Source: an optimization exercise on an open RTL-to-GDS flow (aim: small area, a short achievable clock period and few clock cycles per item). Production flows keep margins and buffers that such runs may drop.
No functional check of the RTL was part of any run shown here.
Power is estimated from default activity; no workload was simulated.

### design.v
module upb_freq_codec (
    input             clk,
    input             rst,           
    input             in_valid,
    output            in_ready,
    input      [3:0]  in_op,         
    input             in_layout,     
    input      [31:0] in_freq,
    input      [31:0] in_fcint,
    input      [31:0] in_fcfrac,
    input      [15:0] in_dreg0,
    input      [15:0] in_dreg1,
    output            out_valid,
    output     [3:0]  out_fcause,    
    output     [31:0] out_freq,
    output     [7:0]  out_fcint,
    output     [23:0] out_fcfrac,
    output     [15:0] out_dreg0,
    output     [15:0] out_dreg1
);
    localparam [31:0] F_MIN = 32'd775_000_000;
    localparam [31:0] F_MAX = 32'd1_100_000_000;
    reg          busy;       
    reg          rdy;        
    reg          mode;       
    reg  [2:0]   cnt;
    reg  [18:0]  rem;        
    reg  [31:0]  S;          
    reg          ov;
    reg  [2:0]   fc;
    reg          f31;        
    assign in_ready = rdy;
    assign out_valid = ov;
    assign out_fcause = {1'b0, fc};
    wire hz = (in_op == 4'hB);
    wire rh = (in_op == 4'hC);
    wire st = (in_op == 4'hD);
    wire rs = (in_op == 4'hE);
    wire a_bad = (|in_fcint[31:6]) || (|in_fcfrac[31:19]);
    wire b_bad = (|in_fcint[31:8]) || (|in_fcfrac[31:24]);
    wire r_flt = (rh & a_bad) | (st & (in_layout ? a_bad : b_bad));
    wire ill   = ~(hz | rh | st | rs);
    wire go    = hz | rh;
    wire [1:0] p0_dec = {{1{1'b0}}, 1'b1} << in_fcfrac[0:0];
    wire [18:0] p0;
    assign p0[0] = |(p0_dec & 2'h2);
    assign p0[1] = 1'b0;
    assign p0[2] = 1'b0;
    assign p0[3] = |(p0_dec & 2'h2);
    assign p0[4] = 1'b0;
    assign p0[5] = 1'b0;
    assign p0[6] = |(p0_dec & 2'h2);
    assign p0[7] = 1'b0;
    assign p0[8] = 1'b0;
    assign p0[9] = |(p0_dec & 2'h2);
    assign p0[10] = |(p0_dec & 2'h3);
    assign p0[11] = |(p0_dec & 2'h2);
    assign p0[12] = 1'b0;
    assign p0[13] = 1'b0;
    assign p0[14] = |(p0_dec & 2'h2);
    assign p0[15] = 1'b0;
    assign p0[16] = |(p0_dec & 2'h2);
    assign p0[17] = |(p0_dec & 2'h2);
    assign p0[18] = 1'b0;
    reg  [31:0] S_ld;
    always @(*) begin
        case ({in_op[1:0], in_layout})
            3'b110, 3'b111: S_ld = {in_freq[11], in_freq[10], in_freq[9], in_freq[8], in_freq[7], in_freq[6], in_freq[5], in_freq[4], in_freq[3], in_freq[2], in_freq[1], in_freq[0], 1'b0, 1'b0, 1'b0, 1'b0, 1'b0, 1'b0, 1'b0, 1'b0, 1'b0, 1'b0, 1'b0, 1'b0, 1'b0, 1'b0, 1'b0, 1'b0, 1'b0, 1'b0, 1'b0, 1'b0};
            3'b000, 3'b001: S_ld = {in_fcfrac[8], in_fcfrac[7], in_fcfrac[6], in_fcfrac[5], in_fcfrac[4], in_fcfrac[3], in_fcfrac[2], in_fcfrac[1], in_fcfrac[16], in_fcfrac[15], in_fcfrac[14], in_fcfrac[13], in_fcfrac[12], in_fcfrac[11], in_fcfrac[10], in_fcfrac[9], in_fcint[5], in_fcint[4], in_fcint[3], in_fcint[2], in_fcint[1], in_fcint[0], in_fcfrac[18], in_fcfrac[17], 1'b0, 1'b0, 1'b0, 1'b0, 1'b0, 1'b0, 1'b0, p0[0]};
            3'b010:         S_ld = {in_fcfrac[8], in_fcfrac[7], in_fcfrac[6], in_fcfrac[5], in_fcfrac[4], in_fcfrac[3], in_fcfrac[2], in_fcfrac[1], in_fcfrac[16], in_fcfrac[15], in_fcfrac[14], in_fcfrac[13], in_fcfrac[12], in_fcfrac[11], in_fcfrac[10], in_fcfrac[9], in_fcint[5], in_fcint[4], in_fcint[3], in_fcint[2], in_fcint[1], in_fcint[0], in_fcfrac[18], in_fcfrac[17], in_fcint[7], in_fcint[6], in_fcfrac[23], in_fcfrac[22], in_fcfrac[21], in_fcfrac[20], in_fcfrac[19], in_fcfrac[0]};
            3'b011:         S_ld = {in_fcfrac[17], in_fcfrac[16], in_fcfrac[15], in_fcfrac[14], in_fcfrac[13], in_fcfrac[12], in_fcfrac[11], in_fcfrac[10], in_fcfrac[0], in_fcint[5], in_fcint[4], in_fcint[3], in_fcint[2], in_fcint[1], in_fcint[0], in_fcfrac[18], 1'b0, 1'b0, 1'b0, 1'b0, 1'b1, in_fcfrac[8], in_fcfrac[2], in_fcfrac[1], 1'b0, 1'b0, in_fcfrac[7], in_fcfrac[6], in_fcfrac[5], in_fcfrac[4], in_fcfrac[3], in_fcfrac[9]};
            3'b100:         S_ld = {in_dreg0[15], in_dreg0[14], in_dreg0[7], in_dreg0[6], in_dreg0[5], in_dreg0[4], in_dreg0[3], in_dreg0[13], in_dreg0[12], in_dreg0[11], in_dreg0[10], in_dreg0[9], in_dreg0[8], in_dreg0[2], in_dreg0[1], in_dreg0[0], in_dreg1[15], in_dreg1[14], in_dreg1[13], in_dreg1[12], in_dreg1[11], in_dreg1[10], in_dreg1[9], in_dreg1[8], in_dreg1[7], in_dreg1[6], in_dreg1[5], in_dreg1[4], in_dreg1[3], in_dreg1[2], in_dreg1[1], in_dreg1[0]};
            default:        S_ld = {1'b0, 1'b0, 1'b0, 1'b0, 1'b0, 1'b0, 1'b0, in_dreg1[15], in_dreg1[14], in_dreg1[13], in_dreg1[12], in_dreg1[11], in_dreg1[10], in_dreg1[9], in_dreg1[8], in_dreg1[7], in_dreg1[6], in_dreg1[5], in_dreg1[4], in_dreg1[3], in_dreg1[2], in_dreg1[1], in_dreg1[0], in_dreg0[8], in_dreg0[7], in_dreg0[6], in_dreg0[5], in_dreg0[4], in_dreg0[3], in_dreg0[2], in_dreg0[1], in_dreg0[0]};
        endcase
    end
    wire [18:0] rem_ld = in_op[0] ? in_freq[30:12] : {1'b0, p0[18:1]};
    wire [22:0] T  = {rem, S[31:28]};
    wire [5:0]  tt = T[22:17];
    wire [16:0] tu = T[16:0];
    wire [63:0] jlo_dec = {{63{1'b0}}, 1'b1} << tt;
    wire [4:0] jlo;
    assign jlo[0] = |(jlo_dec & 64'h136c9b26c);
    assign jlo[1] = |(jlo_dec & 64'h1c70e3c70);
    assign jlo[2] = |(jlo_dec & 64'h7f03f80);
    assign jlo[3] = |(jlo_dec & 64'h7ffc000);
    assign jlo[4] = |(jlo_dec & 64'h1f8000000);
    wire [63:0] jhi_dec = {{63{1'b0}}, 1'b1} << tt;
    wire [4:0] jhi;
    assign jhi[0] = |(jhi_dec & 64'hfffffffec9364d93);
    assign jhi[1] = |(jhi_dec & 64'hf1c78e1c);
    assign jhi[2] = |(jhi_dec & 64'h101f80fe0);
    assign jhi[3] = |(jhi_dec & 64'h1fff000);
    assign jhi[4] = |(jhi_dec & 64'h1fe000000);
    wire [63:0] ra_dec = {{63{1'b0}}, 1'b1} << tt;
    wire [17:0] ra;
    assign ra[0] = |(ra_dec & 64'h136c9b26c);
    assign ra[1] = |(ra_dec & 64'hf1c78e1c);
    assign ra[2] = |(ra_dec & 64'h1f03f81fc);
    assign ra[3] = |(ra_dec & 64'hc6c9cd90);
    assign ra[4] = |(ra_dec & 64'h1ce38438c);
    assign ra[5] = |(ra_dec & 64'h3e07c07c);
    assign ra[6] = |(ra_dec & 64'hc8c98d90);
    assign ra[7] = |(ra_dec & 64'h1c638438c);
    assign ra[8] = |(ra_dec & 64'h3e07c07c);
    assign ra[9] = |(ra_dec & 64'hc8c98d90);
    assign ra[10] = |(ra_dec & 64'h1c638438c);
    assign ra[11] = |(ra_dec & 64'h108ce7210);
    assign ra[12] = |(ra_dec & 64'h139c6318c);
    assign ra[13] = |(ra_dec & 64'h107c1f07c);
    assign ra[14] = |(ra_dec & 64'h1c909bd90);
    assign ra[15] = |(ra_dec & 64'hc738738c);
    assign ra[16] = |(ra_dec & 64'h109ce4210);
    assign ra[17] = |(ra_dec & 64'ha4a5294a);
    wire [63:0] rb_dec = {{63{1'b0}}, 1'b1} << tt;
    wire [18:0] rb;
    assign rb[0] = |(rb_dec & 64'hfffffffec9364d93);
    assign rb[1] = |(rb_dec & 64'hfffffffe38f1c38f);
    assign rb[2] = |(rb_dec & 64'hfffffffff80fc07f);
    assign rb[3] = |(rb_dec & 64'h13136726c);
    assign rb[4] = |(rb_dec & 64'hfffffffef70e31e3);
    assign rb[5] = |(rb_dec & 64'hfffffffe0f01f01f);
    assign rb[6] = |(rb_dec & 64'h13636426c);
    assign rb[7] = |(rb_dec & 64'hfffffffef10e31e3);
    assign rb[8] = |(rb_dec & 64'hfffffffe0f01f01f);
    assign rb[9] = |(rb_dec & 64'h13636426c);
    assign rb[10] = |(rb_dec & 64'hfffffffef10e31e3);
    assign rb[11] = |(rb_dec & 64'hc637bd8c);
    assign rb[12] = |(rb_dec & 64'hffffffffcef18c63);
    assign rb[13] = |(rb_dec & 64'hffffffffc1f07c1f);
    assign rb[14] = |(rb_dec & 64'hf6c64e6c);
    assign rb[15] = |(rb_dec & 64'hfffffffe31ce3de3);
    assign rb[16] = |(rb_dec & 64'hc6f7b18c);
    assign rb[17] = |(rb_dec & 64'h1adad6b5a);
    assign rb[18] = |(rb_dec & 64'hffffffffffffffff);
    wire [18:0] da = {1'b0, ra} + {2'b0, tu};
    wire [18:0] db = rb + {2'b0, tu};
    wire        bge = ~db[18];
    wire [4:0]  dq  = bge ? jhi : jlo;
    wire [17:0] dr  = bge ? db[17:0] : da[17:0];
    wire [15:0] mdl_dec = {{15{1'b0}}, 1'b1} << S[27:24];
    wire [21:0] mdl;
    assign mdl[0] = |(mdl_dec & 16'haaaa);
    assign mdl[1] = |(mdl_dec & 16'hcccc);
    assign mdl[2] = |(mdl_dec & 16'hf0f0);
    assign mdl[3] = |(mdl_dec & 16'h55aa);
    assign mdl[4] = |(mdl_dec & 16'h66cc);
    assign mdl[5] = |(mdl_dec & 16'h78f0);
    assign mdl[6] = |(mdl_dec & 16'hd5aa);
    assign mdl[7] = |(mdl_dec & 16'h66cc);
    assign mdl[8] = |(mdl_dec & 16'h78f0);
    assign mdl[9] = |(mdl_dec & 16'hd5aa);
    assign mdl[10] = |(mdl_dec & 16'h66cc);
    assign mdl[11] = |(mdl_dec & 16'hd25a);
    assign mdl[12] = |(mdl_dec & 16'h9b6c);
    assign mdl[13] = |(mdl_dec & 16'h1c70);
    assign mdl[14] = |(mdl_dec & 16'hb52a);
    assign mdl[15] = |(mdl_dec & 16'h264c);
    assign mdl[16] = |(mdl_dec & 16'h92da);
    assign mdl[17] = |(mdl_dec & 16'h71c6);
    assign mdl[18] = |(mdl_dec & 16'h5a94);
    assign mdl[19] = |(mdl_dec & 16'h6318);
    assign mdl[20] = |(mdl_dec & 16'h83e0);
    assign mdl[21] = |(mdl_dec & 16'hfc00);
    wire [15:0] mdh_dec = {{15{1'b0}}, 1'b1} << S[31:28];
    wire [21:0] mdh;
    assign mdh[0] = |(mdh_dec & 16'haaaa);
    assign mdh[1] = |(mdh_dec & 16'hcccc);
    assign mdh[2] = |(mdh_dec & 16'hf0f0);
    assign mdh[3] = |(mdh_dec & 16'h55aa);
    assign mdh[4] = |(mdh_dec & 16'h66cc);
    assign mdh[5] = |(mdh_dec & 16'h78f0);
    assign mdh[6] = |(mdh_dec & 16'hd5aa);
    assign mdh[7] = |(mdh_dec & 16'h66cc);
    assign mdh[8] = |(mdh_dec & 16'h78f0);
    assign mdh[9] = |(mdh_dec & 16'hd5aa);
    assign mdh[10] = |(mdh_dec & 16'h66cc);
    assign mdh[11] = |(mdh_dec & 16'hd25a);
    assign mdh[12] = |(mdh_dec & 16'h9b6c);
    assign mdh[13] = |(mdh_dec & 16'h1c70);
    assign mdh[14] = |(mdh_dec & 16'hb52a);
    assign mdh[15] = |(mdh_dec & 16'h264c);
    assign mdh[16] = |(mdh_dec & 16'h92da);
    assign mdh[17] = |(mdh_dec & 16'h71c6);
    assign mdh[18] = |(mdh_dec & 16'h5a94);
    assign mdh[19] = |(mdh_dec & 16'h6318);
    assign mdh[20] = |(mdh_dec & 16'h83e0);
    assign mdh[21] = |(mdh_dec & 16'hfc00);
    wire [25:0] ms = {8'd0, rem[17:0]} + {4'd0, mdl} + {mdh, 4'd0};
    wire last  = mode ? (cnt == 3'd5) : (cnt == 3'd2);
    wire first = (cnt == 3'd0);
    wire [18:0] rem_st = mode ? {1'b0, dr} : {1'b0, ms[25:8]};
    wire [31:0] fop = {f31, rem, S[31:20]};            
    wire fbad  = (fop < F_MIN) || (fop > F_MAX);
    wire abort = first & (fc[0] | (mode & fbad));
    always @(posedge clk) begin
        if (rst) begin
            busy <= 1'b0;
            ov   <= 1'b0;
        end else if (busy) begin
            ov <= last | abort;
            if (last | abort) busy <= 1'b0;
        end else begin
            ov   <= in_valid & ~go;
            busy <= in_valid & go;
        end
    end
    always @(posedge clk) begin
        if (rst)       rdy <= 1'b1;
        else if (busy) rdy <= last | abort;
        else           rdy <= ~(in_valid & go);
    end
    always @(posedge clk) begin
        if (busy) begin
            cnt <= cnt + 3'd1;
            rem <= rem_st;
            S   <= mode ? {S[27:1], first ? dq[4] : S[0], dq[3:0]} : {S[23:0], ms[7:0]};
            if (first & mode & fbad) fc <= 3'b110;
        end else begin
            mode <= in_op[0];
            cnt  <= 3'd0;
            fc   <= {r_flt, ill | r_flt, r_flt};
            f31  <= in_freq[31];
            rem  <= rem_ld;
            S    <= S_ld;
        end
    end
    assign {out_fcint, out_fcfrac} = {S[31], S[30], S[24], S[23], S[22], S[21], S[20], S[19], S[29], S[28], S[27], S[26], S[25], S[18], S[17], S[16], S[15], S[14], S[13], S[12], S[11], S[10], S[9], S[8], S[7], S[6], S[5], S[4], S[3], S[2], S[1], S[0]};
    assign {out_dreg0, out_dreg1}  = {S[7], S[6], S[15], S[14], S[13], S[12], S[11], S[10], S[5], S[4], S[3], S[2], S[1], S[9], S[8], S[23], S[22], S[21], S[20], S[19], S[18], S[17], S[16], S[31], S[30], S[29], S[28], S[27], S[26], S[25], S[24], S[0]};
    assign out_freq = {1'b0, rem[17:0], S[7], S[6], S[5], S[4], S[3], S[2], S[1], S[0], S[15], S[14], S[13], S[12], S[11]};    
endmodule
### flow/run.sh
#!/bin/bash
# Standard ORFS layout (standard.sh), with the port buffers made of the smallest buffer
# and timing repair aiming below the clock period. Each step's output goes to its own log.
set -euo pipefail
export BUFFER_PORTS_ARGS="-buffer_cell sky130_fd_sc_hd__buf_1"
if [[ -f flow/margin.txt ]]; then export SETUP_SLACK_MARGIN=$(cat flow/margin.txt); fi
bash standard.sh synth > synth.log 2>&1
bash standard.sh floorplan > floorplan.log 2>&1
bash standard.sh place > place.log 2>&1
bash standard.sh cts > cts.log 2>&1
bash standard.sh route > route.log 2>&1
bash standard.sh finish > finish.log 2>&1
### flow/margin.txt
7.0
### standard.sh
#!/bin/bash
# synth_recipe.tcl (not shown) runs the flow's synth.tcl, then flattens the netlist and writes it again
# the make line also repeats each setting of config.mk as NAME=value (left out here)
make -C /OpenROAD-flow-scripts/flow DESIGN_CONFIG=/design/flow/config.mk WORK_HOME=/design/flow/orfs CLKGATE_MAP_FILE= SYNTH_SCRIPT=/design/flow/synth_recipe.tcl "${@:-finish}"
### config.mk
export PLATFORM = sky130hd
export DESIGN_NAME = upb_freq_codec
export DESIGN_NICKNAME = upb_freq_codec
export VERILOG_FILES = /design/flow/design.v
export SDC_FILE = /design/flow/constraint.sdc
export NUM_CORES = 4
export LEC_CHECK = 0
export CAP_MARGIN = 20
export CORE_MARGIN = 2
export CORE_UTILIZATION = 55
export SLEW_MARGIN = 20
### constraint.sdc
create_clock -name core_clock -period 11.0 [get_ports {clk}]
set_input_delay 2.2000 -clock core_clock [delete_from_list [all_inputs] [get_ports {clk}]]
set_output_delay 2.2000 -clock core_clock [all_outputs]
set_load 0.01 [all_outputs]
==> results.cfg, run 1 <==
[run_status]
status = timing/DRC/antenna clean

[sta]
max_freq_mhz = 245
finalSetupTns_ns = 0
maxSlewViolCount = 0
worst_pin_slew_ns = 0.746
relSlewSlack_pct = 49.8
setup_violations = 0
post-route-period-util_pct = 37.1
hold_viol = 0
rsz0062_at_grt = true
clock_skew_ns = 0.00606
layout_min_cycle_time_ns = 4.09

[power_and_ir_drop]
max-vdd-ir-drop_mv = 0.128
pwr-share-comb_pct = 71.1
intPower_uw = 984
power_switching_mw = 1.04
switching_share_pct = 51.3
p_clk_share_pct = 13.8
totalPowerFinal_mw = 2.02
p_leak_nw = 4.77
p_per_area_nw_per_um2 = 174
seq_power_share_pct = 15.1

[synthesis]
yosysTopAreaCellShare_pct = 11.8
ys_warn_count = 1
syn_inst = 1376
synth_top_cells_by_area = dfxtp_1, ha_1, a21oi_1
synthFlopType = dfxtp_1
netlist_area_um2 = 9680
synth_cell_types = 78
ys_seq_area_share_pct = 13.3
synth_edf_count = 5
yosysTopAreaCell = dfxtp_1
avgSynthCellArea_um2 = 7.03
ys_async_sr_fraction_pct = 0
ys_seq_elements = 62

[grt]
met3_usage_pct = 7.15
grt_usage_pct = 39.1
first_global_vias = 10010
grt_pass1_wl_um = 56400
grt_use_met2_pct = 58.7
busiest_layer = met2
grt_util_met1_pct = 54.4
grt_antenna_before_repair = 1
overflow = 0
grt_max_degree = 71

[final_layout]
final_common_cell = buf_1
area_growth_pct = 19.9
fillers = 1534
finalNetCount = 1767
diodes = 0
mostFrequentLayoutCells = buf_1, nand2_1, a21oi_1, o21ai_0, nor2_1
drive_above_1_share_pct = 13.5

[drt]
dr.pass1.iters = 7
antenna_left = 0
routed_via_density = 6.61
routedWlPerCell_um = 22.4
num_vias = 11737
initialDrtViolationCount = 1587
routed_wl_um = 39800
drc = 0

[worst_setup_path]
startpoint_type = flop
slowest_stage = nor3_2
crit_buf_inv = 3
cpMostUsedCell = o21a_1
cp_top_family = simple AND/OR/NAND/NOR gates
cp.arrival_ns = 4.37
critical-path-max-stage-delay_ns = 0.43
end_kind = flop
cp_max_fo = 26
critPathKind = flop to flop
critPathRequiredTime_ns = 11.28
path_cells = buf_12 -> clkinvlp_4 -> buf_4 -> nand2_1 -> a21oi_1 -> nor3_1 -> a31oi_1 -> nor3_2 -> ha_4 -> a21o_1 -> or2_2 -> o21a_1 -> o21a_1 -> o21a_1 -> or3_1 -> a32o_2 -> nor3_2

[place]
port_buffers = 235
hpwl_um = 27800
place_congestion = 1.02

[clocking]
cts_sinks = 62
cts-buffers-inserted = 9
holdBufCountCts = 0
clk_latency_ns = 0.35
clk_path_buf_depth = 2
clock-root-buffer = clkbuf_16
htree_levels = 3
cts_tree = yes
clk_pin_slew_worst_paths_ns = 0.06

[floorplan]
start_util_pct = 56.1
die_width_um = 137
die_h_um = 137
rows = 48
io_pins = 238
core_region_area_um2 = 17200
die_area_um2 = 18700

[worst_hold_path]
hp-class = flop to flop

[job]
cap_viol_max_count = 0
-- metal layers --
metal / routed length, um / vias to the layer above
met5: 13 / -
met4: 2180 / 2
met3: 4570 / 181
met2: 17000 / 845
met1: 16100 / 5378
li1: - / 5331
-- cell type report --
type	instances	area [um2]	area share, %
inverters	79	325	2.80
multi-input cells	1074	7610	65.6
clock buffers	9	225	1.94
repair buffers	320	1780	15.3
clock inverters	7	56.3	0.485
well taps	225	282	2.43
flip-flops and latches	62	1330	11.4
-- Yosys cell counts (all sizes together), types with 6 or more instances --
cell     count
nand2b      11
a22oi        9
fa          17
nor2b       13
nor4        16
o21ai      111
nor3        34
nor2       101
nand3       28
o21a        18
o31ai        7
clkbuf      75
a211oi      27
a221oi      25
o2111ai      6
xnor2       33
buf         87
mux2i       48
and3        16
nand2      140
o311ai       7
ha          68
a21oi      121
a31oi       21
and2        10
mux2         8
o22ai       21
a21o        20
dfxtp       57
inv         75
or3         12
nand4        8
o221ai      10
xor2        23
o211ai      10
-- final timing paths --
path | to | slack, ns | cells past startpoint | from
worst max register to register | rem[10]$_DFF_P_ | 6.91 | 17 | rem[13]$_DFF_P_
worst min-delay path | cnt[0]$_SDFF_PN0_ | 0.48 | 1 | cnt[0]$_SDFF_PN0_
worst max-delay path | rem[10]$_DFF_P_ | 6.91 | 17 | rem[13]$_DFF_P_
worst min register to register | cnt[0]$_SDFF_PN0_ | 0.48 | 1 | cnt[0]$_SDFF_PN0_
-- power groups by stage --
stage	registers [mW]	logic [mW]	clock network [mW]
5_1_grt	0.306	1.54	0.289
3_3_place_gp	0.305	1.22	0
6_report	0.304	1.44	0.279
3_5_place_dp	0.305	1.22	0
2_1_floorplan	0.287	0.928	0
4_1_cts	0.302	1.27	0.278
-- through the flow --
| step | hold WS, ns | instance area [um2] | setup WS (ns) | utilization [%] | cells |
|---|---|---|---|---|---|
| 2_1_floorplan | 0.430 | 9690 | 7.02 | - | 1377 |
| 3_3_place_gp | 0.449 | 10100 | 6.26 | 58.7 | 1693 |
| 3_5_place_dp | 0.477 | 10100 | 6.15 | 58.7 | 1693 |
| 4_1_cts | 0.491 | 10800 | 6.86 | 62.6 | 1731 |
| 5_1_grt | 0.501 | 11600 | 6.51 | 67.3 | 1776 |
| 6_report | 0.479 | 11600 | 6.91 | 67.3 | 1776 |
-- worst reg2reg max path: stages, from the launching register on --
cell and delay (ns):
dfxtp_2 0.41, buf_12 0.21, clkinvlp_4 0.17, buf_4 0.17, nand2_1 0.06, a21oi_1 0.08
nor3_1 0.21, a31oi_1 0.11, nor3_2 0.43, ha_4 0.30, a21o_1 0.21, or2_2 0.31
o21a_1 0.19, o21a_1 0.19, o21a_1 0.18, or3_1 0.35, a32o_2 0.28, nor3_2 0.15
-- logic make-up (layout without fill, tap and decap cells) --
| group | count (synthesis) | count (layout) | share of synthesized area, % |
|---|---|---|---|
| other | 1 | 2 | 0.0388 |
| AO/OA/AOI/OAI | 469 | 469 | 31.7 |
| adder cells (fa/ha/maj) | 86 | 86 | 12.4 |
| flip-flops | 62 | 62 | 13.3 |
| buffers and inverters | 241 | 415 | 12.1 |
| multiplexers | 56 | 56 | 5.90 |
| XOR/XNOR | 56 | 56 | 5.07 |
| AND/OR/NAND/NOR | 405 | 405 | 19.5 |
-- registers in the layout, summed over array words and instances, names as in the netlist --
name	flops
S	32
rem	19
cnt	3
fc	3
busy	1
f31	1
mode	1
ov	1
rdy	1
-- repair_timing --
item,CTS,global route
setup endpoints to repair,29,26
setup buffers,21,38
gates cloned,1,7
pin swaps,1,19
gates resized for setup,60,85
==> run 2: changes to the inputs <==
--- a/design.v
+++ b/design.v
@@ -27,2 +27,3 @@
     reg  [18:0]  rem;        
+    reg  [5:0]   ttn;        
     reg  [31:0]  S;          
@@ -79,3 +80,68 @@
     wire [16:0] tu = T[16:0];
-    wire [63:0] jlo_dec = {{63{1'b0}}, 1'b1} << tt;
+    wire [63:0] tdec;
+    assign tdec[0] = &{ttn[0], ttn[1], ttn[2], ttn[3], ttn[4], ttn[5]};
+    assign tdec[1] = &{tt[0], ttn[1], ttn[2], ttn[3], ttn[4], ttn[5]};
+    assign tdec[2] = &{ttn[0], tt[1], ttn[2], ttn[3], ttn[4], ttn[5]};
+    assign tdec[3] = &{tt[0], tt[1], ttn[2], ttn[3], ttn[4], ttn[5]};
+    assign tdec[4] = &{ttn[0], ttn[1], tt[2], ttn[3], ttn[4], ttn[5]};
+    assign tdec[5] = &{tt[0], ttn[1], tt[2], ttn[3], ttn[4], ttn[5]};
+    assign tdec[6] = &{ttn[0], tt[1], tt[2], ttn[3], ttn[4], ttn[5]};
+    assign tdec[7] = &{tt[0], tt[1], tt[2], ttn[3], ttn[4], ttn[5]};
+    assign tdec[8] = &{ttn[0], ttn[1], ttn[2], tt[3], ttn[4], ttn[5]};
+    assign tdec[9] = &{tt[0], ttn[1], ttn[2], tt[3], ttn[4], ttn[5]};
+    assign tdec[10] = &{ttn[0], tt[1], ttn[2], tt[3], ttn[4], ttn[5]};
+    assign tdec[11] = &{tt[0], tt[1], ttn[2], tt[3], ttn[4], ttn[5]};
+    assign tdec[12] = &{ttn[0], ttn[1], tt[2], tt[3], ttn[4], ttn[5]};
+    assign tdec[13] = &{tt[0], ttn[1], tt[2], tt[3], ttn[4], ttn[5]};
+    assign tdec[14] = &{ttn[0], tt[1], tt[2], tt[3], ttn[4], ttn[5]};
+    assign tdec[15] = &{tt[0], tt[1], tt[2], tt[3], ttn[4], ttn[5]};
+    assign tdec[16] = &{ttn[0], ttn[1], ttn[2], ttn[3], tt[4], ttn[5]};
+    assign tdec[17] = &{tt[0], ttn[1], ttn[2], ttn[3], tt[4], ttn[5]};
+    assign tdec[18] = &{ttn[0], tt[1], ttn[2], ttn[3], tt[4], ttn[5]};
+    assign tdec[19] = &{tt[0], tt[1], ttn[2], ttn[3], tt[4], ttn[5]};
+    assign tdec[20] = &{ttn[0], ttn[1], tt[2], ttn[3], tt[4], ttn[5]};
+    assign tdec[21] = &{tt[0], ttn[1], tt[2], ttn[3], tt[4], ttn[5]};
+    assign tdec[22] = &{ttn[0], tt[1], tt[2], ttn[3], tt[4], ttn[5]};
+    assign tdec[23] = &{tt[0], tt[1], tt[2], ttn[3], tt[4], ttn[5]};
+    assign tdec[24] = &{ttn[0], ttn[1], ttn[2], tt[3], tt[4], ttn[5]};
+    assign tdec[25] = &{tt[0], ttn[1], ttn[2], tt[3], tt[4], ttn[5]};
+    assign tdec[26] = &{ttn[0], tt[1], ttn[2], tt[3], tt[4], ttn[5]};
+    assign tdec[27] = &{tt[0], tt[1], ttn[2], tt[3], tt[4], ttn[5]};
+    assign tdec[28] = &{ttn[0], ttn[1], tt[2], tt[3], tt[4], ttn[5]};
+    assign tdec[29] = &{tt[0], ttn[1], tt[2], tt[3], tt[4], ttn[5]};
+    assign tdec[30] = &{ttn[0], tt[1], tt[2], tt[3], tt[4], ttn[5]};
+    assign tdec[31] = &{tt[0], tt[1], tt[2], tt[3], tt[4], ttn[5]};
+    assign tdec[32] = &{ttn[0], ttn[1], ttn[2], ttn[3], ttn[4], tt[5]};
+    assign tdec[33] = &{tt[0], ttn[1], ttn[2], ttn[3], ttn[4], tt[5]};
+    assign tdec[34] = &{ttn[0], tt[1], ttn[2], ttn[3], ttn[4], tt[5]};
+    assign tdec[35] = &{tt[0], tt[1], ttn[2], ttn[3], ttn[4], tt[5]};
+    assign tdec[36] = &{ttn[0], ttn[1], tt[2], ttn[3], ttn[4], tt[5]};
+    assign tdec[37] = &{tt[0], ttn[1], tt[2], ttn[3], ttn[4], tt[5]};
+    assign tdec[38] = &{ttn[0], tt[1], tt[2], ttn[3], ttn[4], tt[5]};
+    assign tdec[39] = &{tt[0], tt[1], tt[2], ttn[3], ttn[4], tt[5]};
+    assign tdec[40] = &{ttn[0], ttn[1], ttn[2], tt[3], ttn[4], tt[5]};
+    assign tdec[41] = &{tt[0], ttn[1], ttn[2], tt[3], ttn[4], tt[5]};
+    assign tdec[42] = &{ttn[0], tt[1], ttn[2], tt[3], ttn[4], tt[5]};
+    assign tdec[43] = &{tt[0], tt[1], ttn[2], tt[3], ttn[4], tt[5]};
+    assign tdec[44] = &{ttn[0], ttn[1], tt[2], tt[3], ttn[4], tt[5]};
+    assign tdec[45] = &{tt[0], ttn[1], tt[2], tt[3], ttn[4], tt[5]};
+    assign tdec[46] = &{ttn[0], tt[1], tt[2], tt[3], ttn[4], tt[5]};
+    assign tdec[47] = &{tt[0], tt[1], tt[2], tt[3], ttn[4], tt[5]};
+    assign tdec[48] = &{ttn[0], ttn[1], ttn[2], ttn[3], tt[4], tt[5]};
+    assign tdec[49] = &{tt[0], ttn[1], ttn[2], ttn[3], tt[4], tt[5]};
+    assign tdec[50] = &{ttn[0], tt[1], ttn[2], ttn[3], tt[4], tt[5]};
+    assign tdec[51] = &{tt[0], tt[1], ttn[2], ttn[3], tt[4], tt[5]};
+    assign tdec[52] = &{ttn[0], ttn[1], tt[2], ttn[3], tt[4], tt[5]};
+    assign tdec[53] = &{tt[0], ttn[1], tt[2], ttn[3], tt[4], tt[5]};
+    assign tdec[54] = &{ttn[0], tt[1], tt[2], ttn[3], tt[4], tt[5]};
+    assign tdec[55] = &{tt[0], tt[1], tt[2], ttn[3], tt[4], tt[5]};
+    assign tdec[56] = &{ttn[0], ttn[1], ttn[2], tt[3], tt[4], tt[5]};
+    assign tdec[57] = &{tt[0], ttn[1], ttn[2], tt[3], tt[4], tt[5]};
+    assign tdec[58] = &{ttn[0], tt[1], ttn[2], tt[3], tt[4], tt[5]};
+    assign tdec[59] = &{tt[0], tt[1], ttn[2], tt[3], tt[4], tt[5]};
+    assign tdec[60] = &{ttn[0], ttn[1], tt[2], tt[3], tt[4], tt[5]};
+    assign tdec[61] = &{tt[0], ttn[1], tt[2], tt[3], tt[4], tt[5]};
+    assign tdec[62] = &{ttn[0], tt[1], tt[2], tt[3], tt[4], tt[5]};
+    assign tdec[63] = &{tt[0], tt[1], tt[2], tt[3], tt[4], tt[5]};
+    wire [63:0] jlo_dec = tdec;
     wire [4:0] jlo;
@@ -86,3 +152,3 @@
     assign jlo[4] = |(jlo_dec & 64'h1f8000000);
-    wire [63:0] jhi_dec = {{63{1'b0}}, 1'b1} << tt;
+    wire [63:0] jhi_dec = tdec;
     wire [4:0] jhi;
@@ -93,3 +159,3 @@
     assign jhi[4] = |(jhi_dec & 64'h1fe000000);
-    wire [63:0] ra_dec = {{63{1'b0}}, 1'b1} << tt;
+    wire [63:0] ra_dec = tdec;
     wire [17:0] ra;
@@ -113,3 +179,3 @@
     assign ra[17] = |(ra_dec & 64'ha4a5294a);
-    wire [63:0] rb_dec = {{63{1'b0}}, 1'b1} << tt;
+    wire [63:0] rb_dec = tdec;
     wire [18:0] rb;
@@ -215,2 +281,3 @@
             rem <= rem_st;
+            ttn <= ~rem_st[18:13];
             S   <= mode ? {S[27:1], first ? dq[4] : S[0], dq[3:0]} : {S[23:0], ms[7:0]};
@@ -223,2 +290,3 @@
             rem  <= rem_ld;
+            ttn  <= ~rem_ld[18:13];
             S    <= S_ld;
==> run 2 against run 1 <==
  * Still clean on timing, DRC and antenna
  * Worst hold slack worse by 0.0069 ns
  * Count of clock-buffer cells in the layout did not move
  * Global-route usage up 2.3 points
  * Worst setup slack got worse by 0.15 ns
  * Die area fell by 1.9%
  * Sequential power up 17%
  * Routed wire length about the same
  * Critical endpoint is now ttn[2]$_DFF_P_
  * Highest routed layer unchanged
==> results.cfg, run 2 <==
[run_status]
status = timing/DRC/antenna clean

[final_layout]
mostFrequentLayoutCells = buf_1, nand2_1, nor2_1, a21oi_1
largest_register_ffs = 32
area_growth_pct = 24.4
drive_above_1_share_pct = 17.9
diodes = 0
reg_top3 = S x32, rem x19, ttn x6
finalNetCount = 1736
multi_input_area_um2 = 7800
final_common_cell = buf_1
fillers = 1481
regArea_um2 = 1470
fin_area_um2 = 11800
top_register = S

[floorplan]
core_region_area_um2 = 17100
die_area_um2 = 18300
die_h_um = 135
io_pins = 238
die_width_um = 135
rows = 48
start_util_pct = 55.6

[drt]
routedWlPerCell_um = 22.8
routed_via_density = 6.66
dr.pass1.iters = 6
num_vias = 11633
initialDrtViolationCount = 1377
drc = 0
antenna_left = 0
routed_wl_um = 39800

[power_and_ir_drop]
p_clk_share_pct = 13.3
max-vdd-ir-drop_mv = 0.152
p_leak_nw = 4.92
seq_power_share_pct = 13.9
pwr-share-comb_pct = 72.8
p_per_area_nw_per_um2 = 217
switching_share_pct = 49.7
intPower_mw = 1.29
power_switching_mw = 1.27
totalPowerFinal_mw = 2.56

[worst_setup_path]
cp_max_fo = 15
startpoint_type = flop
r2r_start = rem[14]$_DFF_P_
cp.arrival_ns = 4.46
rr_worst_depth = 18
timing.rr.end = ttn[2]$_DFF_P_
critPathRequiredTime_ns = 11.23
critPathKind = flop to flop
end_kind = flop
r2r_slack_ns = 6.77

[sta]
finalSetupTns_ns = 0
post-route-period-util_pct = 38.5
maxSlewViolCount = 0
worst_pin_slew_ns = 0.872
relSlewSlack_pct = 41.8
rsz0062_at_grt = true
setup_slack_ns = 6.77
hold_viol = 0
setup_violations = 0
layout_min_cycle_time_ns = 4.23
clock_skew_ns = 0.00697
max_freq_mhz = 236

[grt]
grt_max_degree = 60
grt_antenna_before_repair = 1
first_global_vias = 10206
overflow = 0
grt_pass1_wl_um = 58400
grt_usage_pct = 41.4

[clocking]
htree_levels = 3
cts_tree = yes
cts-buffers-inserted = 9
cts_sinks = 68
clk_path_buf_depth = 2
clock-root-buffer = clkbuf_16
clk_pin_slew_worst_paths_ns = 0.06
clk_latency_ns = 0.35

[synthesis]
ys_seq_area_share_pct = 14.9
yosysMostFrequentCell = nor2_1
synth_cell_types = 81
synth_common_cells = nor2_1, nand2_1, a21oi_1, o21ai_0, inv_1
ys_async_sr_fraction_pct = 0
synth_top_cells_by_area = dfxtp_1, ha_1, buf_4
netlist_area_um2 = 9490
yosysTopAreaCell = dfxtp_1
avgSynthCellArea_um2 = 7.17
yosysTopAreaCellShare_pct = 13.3
ys_seq_elements = 68
syn_inst = 1322
ys_warn_count = 1
synth_edf_count = 5
synthFlopType = dfxtp_1

[job]
cap_viol_max_count = 0

[place]
port_buffers = 235
place_congestion = 1.03
place_area_um2 = 9900
pre_cts_ws_ns = 5.74
hpwl_um = 29200

[worst_hold_path]
min_to = cnt[0]$_SDFF_PN0_
whs_path_depth = 1
hp-class = flop to flop
min_from = cnt[0]$_SDFF_PN0_
==> run 2: cell types whose count changed in the layout (fill, tap and decap cells not counted), moves of 7 or more <==
cell / delta
a21oi_1: -30
o21ai_0: -30
nand2_1: -28
nand4_1: +19
a31oi_1: -13
and3_1: -10
nand2b_1: +10
nor2_1: +10
buf_4: +9
mux2i_1: -9
nand3_1: +8
nor4_4: +8
o21ai_2: +8
clkinvlp_4: -7
==> run 2: worst max-delay path by stage <==
stage                         start        endpoint  slack, ns  depth (start not counted)
finish              rem[14]$_DFF_P_  ttn[2]$_DFF_P_       6.77                         18
CTS                  ttn[0]$_DFF_P_  rem[3]$_DFF_P_       6.76                         18
global placement    rem[13]$_DFF_P_  rem[3]$_DFF_P_       5.87                         17
floorplan             S[27]$_DFF_P_  ttn[2]$_DFF_P_       7.05                         15
global route         ttn[2]$_DFF_P_  ttn[4]$_DFF_P_       6.67                         18
detailed placement  rem[13]$_DFF_P_  rem[3]$_DFF_P_       5.74                         17
==> run 2: layout make-up <==
class | instances | share of cell area (%)
inverters | 75 | 2.50
flip-flops and latches | 68 | 12.5
repair buffers | 321 | 13.6
clock inverters | 7 | 0.976
clock buffers | 9 | 1.91
well taps | 225 | 2.39
multi-input cells | 1041 | 66.1
==> run 2: stage by stage <==
| stage | util (%) | hold slack, ns | cells |
|---|---|---|---|
| finish | 69.2 | 0.472 | 1746 |
| global route | 69.2 | 0.502 | 1746 |
| CTS | 64.3 | 0.471 | 1706 |
| detailed placement | 58.1 | 0.458 | 1654 |
| global placement | 58.1 | 0.448 | 1654 |
| floorplan | - | 0.430 | 1323 |
==> run 2: cell families after synthesis <==
group / after synthesis / share of synthesized area [%]
other: 1 / 0.0395
buffers and inverters: 214 / 11.7
adder cells (fa/ha/maj): 85 / 12.5
AO/OA/AOI/OAI: 393 / 27.5
XOR/XNOR: 53 / 4.89
AND/OR/NAND/NOR: 460 / 23.3
multiplexers: 48 / 5.16
flip-flops: 68 / 14.9
==> run 2: timing repair <==
action / in CTS / in global routing
cloned: 1 / 2
setup endpoints to repair: 41 / 38
buffers inserted: 35 / 38
hold buffers: 0 / 0
resized for setup: 119 / 108
pin swaps: 26 / 48
==> run 2: power by group through the flow <==
stage	logic, mW	clock network (mW)	registers [mW]
detailed placement	1.44	0	0.358
finish	1.86	0.341	0.356
CTS	1.61	0.339	0.355
global route	1.99	0.349	0.359
global placement	1.44	0	0.359
floorplan	1.13	0	0.319
==> run 2: layer usage <==
| metal | share of wire, % | routed length, um | global-route usage, % | vias up |
|---|---|---|---|---|
| li1 | - | - | - | 5174 |
| met1 | 38 | 15200 | 53.3 | 5427 |
| met2 | 46 | 18200 | 67.2 | 852 |
| met3 | 10 | 4110 | 6.43 | 178 |
| met4 | 5.7 | 2270 | 21.2 | 2 |
| met5 | 0.040 | 16 | 0 | - |
==> run 2: critical path: stages, from the launching register on <==
cell and delay [ns]:
dfxtp_4 0.42, nor2_1 0.36, nor4_4 0.09, a31oi_4 0.19, o221ai_4 0.17, buf_4 0.19, nor4_4 0.20, nand2_2 0.12
buf_4 0.16, ha_1 0.37, or2_2 0.32, a211o_1 0.29, o41a_1 0.13, a31oi_2 0.18, o22a_4 0.23, buf_6 0.14
o311a_1 0.18, nor3_2 0.06, a221o_1 0.31

-- what the ideal ports hide --
No port has a modelled driver above. Below, the same layouts with a new extraction and two added sets of constraints. Step 1, drivers: a clkbuf_16 drives clk and a buf_2 each remaining input, both assumed. Step 2 also shifts input and output timing later by t, the mid clock arrival at the registers, as if the neighbouring blocks saw the same clock. a / b / c = ideal / step 1 / step 2; a / b = the first two.
run | t, ns | slack for setup (ns) | hold WS [ns] | worst slew at a driven data input, ns | cell pins on the clock port's net
run 1 | 0.391 | 6.914 / 6.914 / 6.730 | 0.479 / 0.479 / 0.479 | 0.05 | 1
run 2 | 0.393 | 6.769 / 6.769 / 6.698 | 0.472 / 0.472 / 0.472 | 0.07 | 1
After both steps setup and hold are still met in every run listed. For run 1, which loses most, drivers alone change the setup slack by 0.000 ns; drivers and shift together by -0.184 ns.
